From an optimization exercise on the open Yosys and OpenROAD flow, aimed at small area, a short achievable clock period and few clock cycles per item; shortcuts taken in it are not production practice. Only simulation tests tie the RTL to the original design; equivalence was not proved. Power is estimated from default activity; no workload was simulated.

==> design/flow/design.v <==
module si7021_unit (
    input  wire        clk,
    input  wire        rst,           
    input  wire        in_valid,
    output wire        in_ready,
    input  wire [7:0]  in_op,
    input  wire [63:0] in_a,
    input  wire [47:0] in_b,
    input  wire [7:0]  in_c,
    input  wire [23:0] in_n,
    output reg         out_valid,
    output wire [1:0]  out_fault,
    output reg  [63:0] out_r0,
    output reg  [31:0] out_r1
);
    wire [7:0] op = in_op;
    wire op_10 = (op == 8'h10);
    wire op_11 = (op == 8'h11);
    wire op_12 = (op == 8'h12);
    wire op_20 = (op == 8'h20);
    wire op_21 = (op == 8'h21);
    wire op_22 = (op == 8'h22);
    wire op_23 = (op == 8'h23);
    wire op_24 = (op == 8'h24);
    wire op_25 = (op == 8'h25);
    wire op_26 = (op == 8'h26);
    wire op_28 = (op == 8'h28);
    wire op_29 = (op == 8'h29);
    wire op_2a = (op == 8'h2A);
    wire op_2b = (op == 8'h2B);
    wire op_2c = (op == 8'h2C);
    wire op_2d = (op == 8'h2D);
    wire op_30 = (op == 8'h30);
    wire op_31 = (op == 8'h31);
    wire op_32 = (op == 8'h32);
    wire legal = op_10 | op_11 | op_12 | op_20 | op_21 | op_22 | op_23 |
                 op_24 | op_25 | op_26 | op_28 | op_29 | op_2a | op_2b |
                 op_2c | op_2d | op_30 | op_31 | op_32;
    wire crc_op = op_10 | op_11;
    wire cnv_op = op_31 | op_32;
    wire [7:0] n1 = in_n[7:0];
    wire [7:0] n2 = in_n[15:8];
    wire [7:0] n3 = in_n[23:16];
    wire lengths_good = (n1 == 8'd8) && (n2 == 8'd6) && (n3 == 8'd1);
    wire sentinel = (op_20 | op_21) & ~lengths_good;
    wire id_ok    = op_20 & lengths_good;
    wire [7:0] a0 = in_a[7:0];
    wire [7:0] b0 = in_b[7:0];
    wire n1_ge8 = (n1[7:3] != 5'd0);
    wire [7:0] en;
    genvar gk;
    generate
        for (gk = 0; gk < 8; gk = gk + 1) begin : g_en
            assign en[gk] = op_10 ? (gk == 0) : (n1_ge8 | (n1[2:0] > gk));
        end
    endgenerate
    wire [7:0] c_tinv;
    assign c_tinv[0] = ^(in_c & 8'h18);
    assign c_tinv[1] = ^(in_c & 8'h30);
    assign c_tinv[2] = ^(in_c & 8'h61);
    assign c_tinv[3] = ^(in_c & 8'hC2);
    assign c_tinv[4] = ^(in_c & 8'h9D);
    assign c_tinv[5] = ^(in_c & 8'h23);
    assign c_tinv[6] = ^(in_c & 8'h46);
    assign c_tinv[7] = ^(in_c & 8'h8C);
    wire [63:0] crc_d;
    assign crc_d[7:0]   = en[0] ? (a0 ^ in_c) : 8'h00;
    generate
        for (gk = 1; gk < 7; gk = gk + 1) begin : g_crcd
            assign crc_d[8*gk +: 8] = en[gk] ? in_a[8*gk +: 8] : 8'h00;
        end
    endgenerate
    assign crc_d[63:56] = en[7] ? in_a[63:56] : (en[0] ? 8'h00 : c_tinv);
    wire [2:0] crc_back = op_10 ? 3'd7 : (n1_ge8 ? 3'd0 : 3'd0 - n1[2:0]);
    wire [7:0] g1_x0 = in_a[7:0];
    wire [7:0] g1_x1 = in_a[15:8]  ^ in_a[23:16];
    wire [7:0] g1_x2 = in_a[31:24] ^ in_a[39:32];
    wire [7:0] g1_x3 = in_a[47:40] ^ in_a[55:48];
    wire [7:0] g1_t0, g1_t1, g1_t2, g1_t3;
    assign g1_t0[0] = ^(g1_x0 & 8'h59);
    assign g1_t0[1] = ^(g1_x0 & 8'hB2);
    assign g1_t0[2] = ^(g1_x0 & 8'h64);
    assign g1_t0[3] = ^(g1_x0 & 8'hC8);
    assign g1_t0[4] = ^(g1_x0 & 8'hC9);
    assign g1_t0[5] = ^(g1_x0 & 8'hCB);
    assign g1_t0[6] = ^(g1_x0 & 8'h96);
    assign g1_t0[7] = ^(g1_x0 & 8'h2C);
    assign g1_t1[0] = ^(g1_x1 & 8'h59);
    assign g1_t1[1] = ^(g1_x1 & 8'hB2);
    assign g1_t1[2] = ^(g1_x1 & 8'h64);
    assign g1_t1[3] = ^(g1_x1 & 8'hC8);
    assign g1_t1[4] = ^(g1_x1 & 8'hC9);
    assign g1_t1[5] = ^(g1_x1 & 8'hCB);
    assign g1_t1[6] = ^(g1_x1 & 8'h96);
    assign g1_t1[7] = ^(g1_x1 & 8'h2C);
    assign g1_t2[0] = ^(g1_x2 & 8'h59);
    assign g1_t2[1] = ^(g1_x2 & 8'hB2);
    assign g1_t2[2] = ^(g1_x2 & 8'h64);
    assign g1_t2[3] = ^(g1_x2 & 8'hC8);
    assign g1_t2[4] = ^(g1_x2 & 8'hC9);
    assign g1_t2[5] = ^(g1_x2 & 8'hCB);
    assign g1_t2[6] = ^(g1_x2 & 8'h96);
    assign g1_t2[7] = ^(g1_x2 & 8'h2C);
    assign g1_t3[0] = ^(g1_x3 & 8'h59);
    assign g1_t3[1] = ^(g1_x3 & 8'hB2);
    assign g1_t3[2] = ^(g1_x3 & 8'h64);
    assign g1_t3[3] = ^(g1_x3 & 8'hC8);
    assign g1_t3[4] = ^(g1_x3 & 8'hC9);
    assign g1_t3[5] = ^(g1_x3 & 8'hCB);
    assign g1_t3[6] = ^(g1_x3 & 8'h96);
    assign g1_t3[7] = ^(g1_x3 & 8'h2C);
    wire g1bad = (g1_t0 != in_a[15:8])  | (g1_t1 != in_a[31:24]) |
                 (g1_t2 != in_a[47:40]) | (g1_t3 != in_a[63:56]);
    wire [7:0] g2_p0 = in_b[7:0],   g2_q0 = in_b[15:8];
    wire [7:0] g2_p1 = in_b[31:24], g2_q1 = in_b[39:32];
    wire [7:0] g2_u0, g2_v0, g2_u1, g2_v1;
    assign g2_u0[0] = ^(g2_p0 & 8'hCE);
    assign g2_u0[1] = ^(g2_p0 & 8'h9C);
    assign g2_u0[2] = ^(g2_p0 & 8'h39);
    assign g2_u0[3] = ^(g2_p0 & 8'h72);
    assign g2_u0[4] = ^(g2_p0 & 8'h2B);
    assign g2_u0[5] = ^(g2_p0 & 8'h99);
    assign g2_u0[6] = ^(g2_p0 & 8'h33);
    assign g2_u0[7] = ^(g2_p0 & 8'h67);
    assign g2_v0[0] = ^(g2_q0 & 8'h59);
    assign g2_v0[1] = ^(g2_q0 & 8'hB2);
    assign g2_v0[2] = ^(g2_q0 & 8'h64);
    assign g2_v0[3] = ^(g2_q0 & 8'hC8);
    assign g2_v0[4] = ^(g2_q0 & 8'hC9);
    assign g2_v0[5] = ^(g2_q0 & 8'hCB);
    assign g2_v0[6] = ^(g2_q0 & 8'h96);
    assign g2_v0[7] = ^(g2_q0 & 8'h2C);
    assign g2_u1[0] = ^(g2_p1 & 8'hCE);
    assign g2_u1[1] = ^(g2_p1 & 8'h9C);
    assign g2_u1[2] = ^(g2_p1 & 8'h39);
    assign g2_u1[3] = ^(g2_p1 & 8'h72);
    assign g2_u1[4] = ^(g2_p1 & 8'h2B);
    assign g2_u1[5] = ^(g2_p1 & 8'h99);
    assign g2_u1[6] = ^(g2_p1 & 8'h33);
    assign g2_u1[7] = ^(g2_p1 & 8'h67);
    assign g2_v1[0] = ^(g2_q1 & 8'h59);
    assign g2_v1[1] = ^(g2_q1 & 8'hB2);
    assign g2_v1[2] = ^(g2_q1 & 8'h64);
    assign g2_v1[3] = ^(g2_q1 & 8'hC8);
    assign g2_v1[4] = ^(g2_q1 & 8'hC9);
    assign g2_v1[5] = ^(g2_q1 & 8'hCB);
    assign g2_v1[6] = ^(g2_q1 & 8'h96);
    assign g2_v1[7] = ^(g2_q1 & 8'h2C);
    wire g2bad = ((g2_u0 ^ g2_v0) != in_b[23:16]) | ((g2_u1 ^ g2_v1) != in_b[47:40]);
    function [2:0] dev_label;
        input [7:0] m;
        begin
            if (m == 8'h00 || m == 8'hFF) dev_label = 3'd0;
            else if (m == 8'h0D)          dev_label = 3'd1;
            else if (m == 8'h14)          dev_label = 3'd2;
            else if (m == 8'h15)          dev_label = 3'd3;
            else                          dev_label = 3'd4;
        end
    endfunction
    function [1:0] fw_label;
        input [7:0] f;
        begin
            if (f == 8'hFF)      fw_label = 2'd0;
            else if (f == 8'h20) fw_label = 2'd1;
            else                 fw_label = 2'd2;
        end
    endfunction
    function [15:0] heater_current;
        input [3:0] l;
        begin
            heater_current = {12'd0, l} * 16'd608 + 16'd309;
        end
    endfunction
    wire [1:0] sel = {a0[7], a0[0]};
    reg  [3:0] hres, tres;
    always @(*) begin
        case (sel)
            2'd0: begin hres = 4'd12; tres = 4'd14; end
            2'd1: begin hres = 4'd8;  tres = 4'd12; end
            2'd2: begin hres = 4'd10; tres = 4'd13; end
            default: begin hres = 4'd11; tres = 4'd11; end
        endcase
    end
    wire [63:0] serial = {in_b[39:32], in_b[31:24], in_b[15:8], b0,
                          in_a[55:48], in_a[39:32], in_a[23:16], a0};
    reg [63:0] d_n;       
    reg [28:0] f_n;       
    wire [7:0] dev_in = op_25 ? a0 : b0;
    wire [7:0] fw_in  = op_26 ? a0 : in_c;
    wire [2:0] dev_l  = dev_label(dev_in);
    wire [1:0] fw_l   = fw_label(fw_in);
    always @(*) begin
        d_n = 64'd0;
        if (crc_op)         d_n = crc_d;
        if (cnv_op)         d_n[15:0] = in_a[15:0];
        if (id_ok | op_24)  d_n = serial;
        if (sentinel)       d_n = {40'hFF_FFFF_FFFF, n3, n2, n1};
        if (op_12)          d_n[15:0] = {in_a[6:0], 1'b0,
                                         {in_c[6:0], 1'b0} ^ ((a0[7] ^ in_c[7]) ? 8'h31 : 8'h00)};
        if (op_28) begin
            d_n[1:0]   = sel;
            d_n[11:8]  = hres;
            d_n[19:16] = tres;
            d_n[24]    = a0[2];
            d_n[32]    = a0[6];
        end
        if (op_29 | op_2c)  d_n[3:0] = a0[3:0];
        if (op_2a)          d_n[15:0] = heater_current(a0[3:0]);
        if (op_2b)          d_n[7:0] = {in_c[1], a0[6:1], in_c[0]};
        if (op_2d) begin
            d_n[3:0]   = hres;
            d_n[7:4]   = tres;
            d_n[8]     = a0[2];
            d_n[15:12] = b0[3:0];
            d_n[23:16] = a0;
            d_n[31:24] = b0;
            d_n[47:32] = heater_current(b0[3:0]);
            d_n[48]    = a0[6];
        end
        if (op_30)          d_n[15:0] = {a0, in_a[15:8]};
        if (!legal)         d_n[7:0] = op;
        f_n = 29'd0;
        if (id_ok) begin
            f_n[7:0]   = b0;
            f_n[15:8]  = in_c;
        end
        if (op_25)          f_n[7:0]  = a0;
        if (op_26)          f_n[15:8] = a0;
        if (id_ok | op_25)  f_n[18:16] = dev_l;
        if (id_ok | op_26)  f_n[21:20] = fw_l;
        if (sentinel)       f_n = {2'b00, 3'b100, 2'd0, 2'd2, 1'b0, 3'd5, 8'h00, 8'hFF};
        if ((op_20 | op_21) & lengths_good) f_n[28] = 1'b1;
    end
    reg        v_q;
    reg [63:0] d_q;
    reg [28:0] f_q;
    reg        crc_q, cnv_q, is_t_q, fault_q;
    reg [2:0]  back_q;
    reg        g1_q, g2_q, g1s_q, g2s_q;
    reg        out_fault_q;
    always @(posedge clk) begin
        if (rst)
            v_q <= 1'b0;
        else
            v_q <= in_valid;
        d_q     <= d_n;
        f_q     <= f_n;
        crc_q   <= crc_op;
        cnv_q   <= cnv_op;
        is_t_q  <= op[1];
        back_q  <= crc_back;
        fault_q <= ~legal;
        g1_q    <= g1bad;
        g2_q    <= g2bad;
        g1s_q   <= op_22 | id_ok;
        g2s_q   <= op_23 | id_ok;
    end
    wire [7:0] crc_c8, crc_i4, crc_i2, crc_i1;
    assign crc_c8[0] = ^(d_q & 64'h59CEA483C7353F45);
    assign crc_c8[1] = ^(d_q & 64'hB29C49078F6B7E8A);
    assign crc_c8[2] = ^(d_q & 64'h6439930E1ED7FC14);
    assign crc_c8[3] = ^(d_q & 64'hC872261D3CAEF929);
    assign crc_c8[4] = ^(d_q & 64'hC92BE8B9BF69CC16);
    assign crc_c8[5] = ^(d_q & 64'hCB9974F0B8E6A768);
    assign crc_c8[6] = ^(d_q & 64'h9633E9E071CD4FD1);
    assign crc_c8[7] = ^(d_q & 64'h2C67D2C1E39A9FA2);
    assign crc_i4[0] = ^(crc_c8 & 8'hDB);
    assign crc_i4[1] = ^(crc_c8 & 8'hB7);
    assign crc_i4[2] = ^(crc_c8 & 8'h6E);
    assign crc_i4[3] = ^(crc_c8 & 8'hDD);
    assign crc_i4[4] = ^(crc_c8 & 8'h60);
    assign crc_i4[5] = ^(crc_c8 & 8'h1B);
    assign crc_i4[6] = ^(crc_c8 & 8'h36);
    assign crc_i4[7] = ^(crc_c8 & 8'h6D);
    wire [7:0] crc_s4 = back_q[2] ? crc_i4 : crc_c8;
    assign crc_i2[0] = ^(crc_s4 & 8'h5F);
    assign crc_i2[1] = ^(crc_s4 & 8'hBE);
    assign crc_i2[2] = ^(crc_s4 & 8'h7D);
    assign crc_i2[3] = ^(crc_s4 & 8'hFA);
    assign crc_i2[4] = ^(crc_s4 & 8'hAA);
    assign crc_i2[5] = ^(crc_s4 & 8'h0B);
    assign crc_i2[6] = ^(crc_s4 & 8'h17);
    assign crc_i2[7] = ^(crc_s4 & 8'h2F);
    wire [7:0] crc_s2 = back_q[1] ? crc_i2 : crc_s4;
    assign crc_i1[0] = ^(crc_s2 & 8'h18);
    assign crc_i1[1] = ^(crc_s2 & 8'h30);
    assign crc_i1[2] = ^(crc_s2 & 8'h61);
    assign crc_i1[3] = ^(crc_s2 & 8'hC2);
    assign crc_i1[4] = ^(crc_s2 & 8'h9D);
    assign crc_i1[5] = ^(crc_s2 & 8'h23);
    assign crc_i1[6] = ^(crc_s2 & 8'h46);
    assign crc_i1[7] = ^(crc_s2 & 8'h8C);
    wire [7:0] crc_res = back_q[0] ? crc_i1 : crc_s2;
    wire [15:0] code = d_q[15:0];
    wire is_t = is_t_q;
    wire tie = (code[13:0] == 14'h2000);
    wire rnd_down = tie & (code[14] ^ ~is_t);
    wire [29:0] cz = {14'd0, code};
    wire [29:0] pp2 = is_t ? (cz << 3)  : (cz << 2);
    wire [29:0] pp3 = is_t ? (cz << 8)  : (cz << 4);
    wire [29:0] pp4 = is_t ? (cz << 12) : (cz << 10);
    wire [29:0] pp5 = is_t ? 30'd0      : (cz << 11);
    wire [29:0] kof = is_t ? (30'h1FFF - (30'd4685 << 14)) : (30'h1FFF - (30'd600 << 14));
    wire [29:0] cnv_sum = cz + (cz << 5) + pp2 + pp3 + pp4 + pp5 + kof + {29'd0, ~rnd_down};
    wire [15:0] cnv = cnv_sum[29:14];
    reg [63:0] r0;
    always @(*) begin
        r0 = d_q;
        if (crc_q) r0 = {56'd0, crc_res};
        if (cnv_q) r0[15:0] = cnv;
    end
    assign in_ready  = 1'b1;
    assign out_fault = {out_fault_q, out_fault_q};
    always @(posedge clk) begin
        if (rst)
            out_valid <= 1'b0;
        else
            out_valid <= v_q;
        out_fault_q <= fault_q;
        out_r0      <= r0;
        out_r1      <= {f_q[28:26], g2_q & g2s_q, g1_q & g1s_q, f_q[23:0]};
    end
endmodule
==> design/flow/run.sh <==
#!/bin/bash
# synth_recipe.tcl (not shown) runs the flow's synth.tcl, then flattens the netlist and writes it again
# the make line also repeats each setting of config.mk as NAME=value (left out here)
make -C /OpenROAD-flow-scripts/flow DESIGN_CONFIG=/design/flow/config.mk WORK_HOME=/design/flow/orfs CLKGATE_MAP_FILE= SYNTH_SCRIPT=/design/flow/synth_recipe.tcl finish
==> design/flow/config.mk <==
export PLATFORM = sky130hd
export DESIGN_NAME = si7021_unit
export DESIGN_NICKNAME = si7021_unit
export VERILOG_FILES = /design/flow/design.v
export SDC_FILE = /design/flow/constraint.sdc
export NUM_CORES = 4
export LEC_CHECK = 0
export CAP_MARGIN = 20
export CORE_MARGIN = 2
export CORE_UTILIZATION = 40
export SLEW_MARGIN = 20
==> design/flow/constraint.sdc <==
create_clock -name core_clock -period 13.0 [get_ports {clk}]
set_input_delay 2.6000 -clock core_clock [delete_from_list [all_inputs] [get_ports {clk}]]
set_output_delay 2.6000 -clock core_clock [all_outputs]
set_load 0.01 [all_outputs]
==> notes.md <==
==> stage by stage <==
| stage | power (W) | std cells |
|---|---|---|
| floorplan | 0.00166 | 1752 |
| global placement | 0.00194 | 2437 |
| detailed placement | 0.00196 | 2437 |
| CTS | 0.00250 | 2468 |
| global route | 0.00266 | 2468 |
| finish | 0.00248 | 2468 |
==> metal layers <==
layer  GRT usage  part of all wire
met4      0.0923             0.031
met5           0           0.00065
met2       0.439              0.46
met1       0.381              0.44
met3      0.0420             0.070
==> cell families after synthesis <==
kind of cell / count (synthesis) / synth area share
simple gates: 420 / 0.128
fa+ha+maj: 175 / 0.164
xor+xnor: 379 / 0.257
other cells: 2 / 0.000473
compound gates: 345 / 0.149
buf+inv: 228 / 0.0576
mux: 7 / 0.00442
flops: 190 / 0.240
==> Yosys cell counts, drive strengths merged, types with 7 or more instances <==
library cell  instances
a21o                 16
or3                  11
nand4                 8
nor2                 90
nor3                 29
a222oi               14
o21ai                58
a31oi                11
fa                   54
a221o                24
nor4                 15
buf                  28
a22o                  9
xor2                 79
nand2               135
dfxtp               190
inv                 132
and3                 10
ha                  121
mux2i                 7
o31ai                11
a22oi                17
xnor3                43
a21oi               104
and2                  7
a221oi               29
xnor2               254
nor2b                59
clkbuf               67
nand3                30
==> final cells by class <==
| type | count | area [sq um] |
|---|---|---|
| inverters | 133 | 499 |
| clock buffers | 20 | 437 |
| clock inverters | 11 | 128 |
| multi-input cells | 1334 | 11200 |
| repair buffers | 262 | 2580 |
| flip-flops and latches | 190 | 3800 |
| well taps | 518 | 648 |
| fillers | 3724 | 19600 |
==> power by group <==
part	switching, W	total (W)	internal (W)
sequential	0.0000161	0.000609	0.000593
combinational	0.000674	0.00134	0.000670
clock	0.000259	0.000530	0.000271
total	0.000949	0.00248	0.00153
==> worst max-delay path: stages <==
cell and delay (ns):
clkdlybuf4s50_1 0.44, nor4_1 0.69, nor2b_1 0.49, nor2b_1 0.30, nand2_1 0.12, nor3_1 0.80
nand2b_1 0.41, nor2_1 0.07, o21ai_0 0.16, o211ai_1 0.12, a221oi_1 0.29, a21oi_1 0.07
a211o_1 0.28
==> registers in the layout, summed over array words and instances, names as in the netlist, 3 cells and up <==
register and flops:
f_q 23, out_r0 64, out_r1 25, back_q 3, d_q 64
==> worst max path at each step <==
stage	depth (start not counted)	to	from	slack, ns
detailed placement	13	d_q[6]	in_n[6]	6.20
finish	13	d_q[6]	in_n[6]	6.51
CTS	13	d_q[6]	in_n[6]	6.72
global route	13	d_q[6]	in_n[6]	6.18
floorplan	14	d_q[6]	in_n[6]	7.56
global placement	13	d_q[6]	in_n[6]	6.36
==> cell usage in the layout (no fill, tap or decap), types with 6 or more instances in the layout <==
cell type / synthesis / routed
o22ai_1: 6 / 6
a21oi_1: 101 / 101
xnor3_1: 35 / 35
o221ai_1: 6 / 6
and3_1: 10 / 10
a221o_1: 24 / 24
nand3_1: 30 / 30
dfxtp_1: 190 / 189
a31oi_1: 11 / 11
a211oi_1: 6 / 6
nand2b_1: 6 / 6
mux2i_1: 7 / 7
nor4_1: 15 / 15
nor3_1: 29 / 28
fa_1: 54 / 54
a22oi_1: 17 / 17
o21ai_0: 58 / 58
conb_1: 2 / 8
o211ai_1: 6 / 6
a222oi_1: 14 / 14
or3_1: 11 / 11
clkdlybuf4s50_1: 0 / 246
nor2b_1: 59 / 59
nand2_1: 134 / 134
nor2_1: 90 / 90
clkbuf_16: 0 / 17
ha_1: 121 / 121
buf_4: 12 / 16
and2_1: 6 / 6
xnor2_1: 247 / 247
xor2_1: 77 / 77
a221oi_1: 29 / 29
a21o_1: 16 / 16
inv_1: 131 / 131
nand4_1: 8 / 8
o31ai_1: 11 / 11
a22o_1: 9 / 9
xnor3_2: 8 / 8
==> qor.yml <==
outcome:
  outcome: "no timing/DRC/antenna violations"
power_and_ir_drop:
  ir_worst_vdd_mv: 0.0970
  cellLeakagePower_nw: 8.29
  power_density_nw_per_um2: 129
layout:
  area_growth_pct: 21.5
  num_antenna_cells: 0
  nets: 2268
  final_area_sq_um: 19300
  layout-drive-gt1-share: 0.0385
  final_util: 0.495
grt:
  grt_use_total: 0.275
  grt_pass1_vias: 13901
  grt_max_degree: 64
  antenna_found_initial: 4
  grt_pass1_wl_microns: 85000
  grt-ovfl-total: 0
yosys:
  yosysSeqAreaShare: 0.240
  synth_edf_count: 0
  synth_cell_types: 77
  ys_async_sr_fraction: 0
  synth_area_leader_cell: "dfxtp_1"
  ys_ff_latch: 190
  avgSynthCellArea_sq_um: 9.09
  synth_top_area_frac: 0.240
  synthCells: 1746
  yosysWarnings: 1
  synthesis.area_sq_um: 15900
  synth-main-ff-cell: "dfxtp_1"
  synthTopCellsByArea: "dfxtp_1, xnor2_1, ha_1, fa_1, xnor3_1"
route:
  wl_per_cell_microns: 22.9
  wirelength_microns: 56500
  dr.pass1.iters: 6
  drt_iter0_markers: 1385
  vias: 13650
  drc_errors: 0
  ant_nets: 0
  vias_per_cell: 5.53
die:
  die_x_microns: 203
  core-area_sq_um: 38900
  top_level_ports: 255
  rows: 72
  initial_core_util: 0.408
  dieArea_sq_um: 41300
  dieHeight_microns: 203
setup_path:
  reg2reg_depth: 26
  crit_type: "in2reg"
  crit_fanout: 9
  cp.arrival_ns: 6.84
  required_ns: 13.34
  cp-end-kind: "flop"
  r2r_setup_slack_ns: 6.78
  start_kind: "input pin"
  timing.rr.end: "out_r0[13]"
  worstReg2RegStart: "is_t_q"
clocking:
  post_cts_buffers: 0
  h-tree-depth: 4
  cts_resized: 0
  clockRootBuffer: "clkbuf_16"
  clock_latency_ns: 0.46
  cts_buffer_depth: 2
  clkTransAtPathRegs_ns: 0.07
  cts_tree: "done"
  clock_sinks: 190
  cts_buffers: 17
  postCtsHoldBufs: 0
sta:
  tns_ns: 0
  fin_ws_ns: 6.51
  max_slew_margin: 0.310
  min_period_over_period: 0.500
  rsz0062_at_grt: "no"
  period_needed_ns: 6.49
  hold_violations: 0
  tightestPinTransition_ns: 1.03
  hold_ws_ns: 0.328
  skew_ns: 0.0108
  drv_slew: 0
  fmax_mhz: 154
  setup_violations: 0
job:
  maxCapViolCount: 0
min_path:
  holdPathEnd: "out_r1[10]"
  hp-class: "reg2reg"
  hold_depth: 0
  hold_start: "f_q[10]"
place:
  placed_cell_area_sq_um: 18700
  place_congestion: 0.964
  dp_hpwl_microns: 45300
  io_buffers: 246
  pre_cts_ws_ns: 6.20
Testbench counts, summed over its fixed seeds: cycles 4,816, ops 4,800.

[re-timing with driven ports]
The results above use ideal ports. As a check the final layout listed here was re-extracted and re-timed, cells and wires unchanged.
Step 1 (the two cells are an assumption about what drives the block):
set clk [get_ports {clk}]
set_driving_cell -lib_cell sky130_fd_sc_hd__clkbuf_16 $clk
set_driving_cell -lib_cell sky130_fd_sc_hd__buf_2 [delete_from_list [all_inputs] $clk]
Step 2 moves the port delays by t, midway between the first and last clock arrival at a register: inputs arrive t later, outputs are due t later. That takes back most of the time a late clock gives input paths.
a / b / c = no drivers / after step 1 / after step 2; a / b = the first two.
shift t [ns]: 0.508
slack for setup (ns): 6.506 / 6.537 / 6.029
slew at the worst register clock pin (ns): 0.08 / 0.08
pins driven straight from the clock port: 1
After both steps this run still meets setup and hold. The setup slack of this run moves by +0.031 ns with the drivers and by -0.477 ns with both steps.
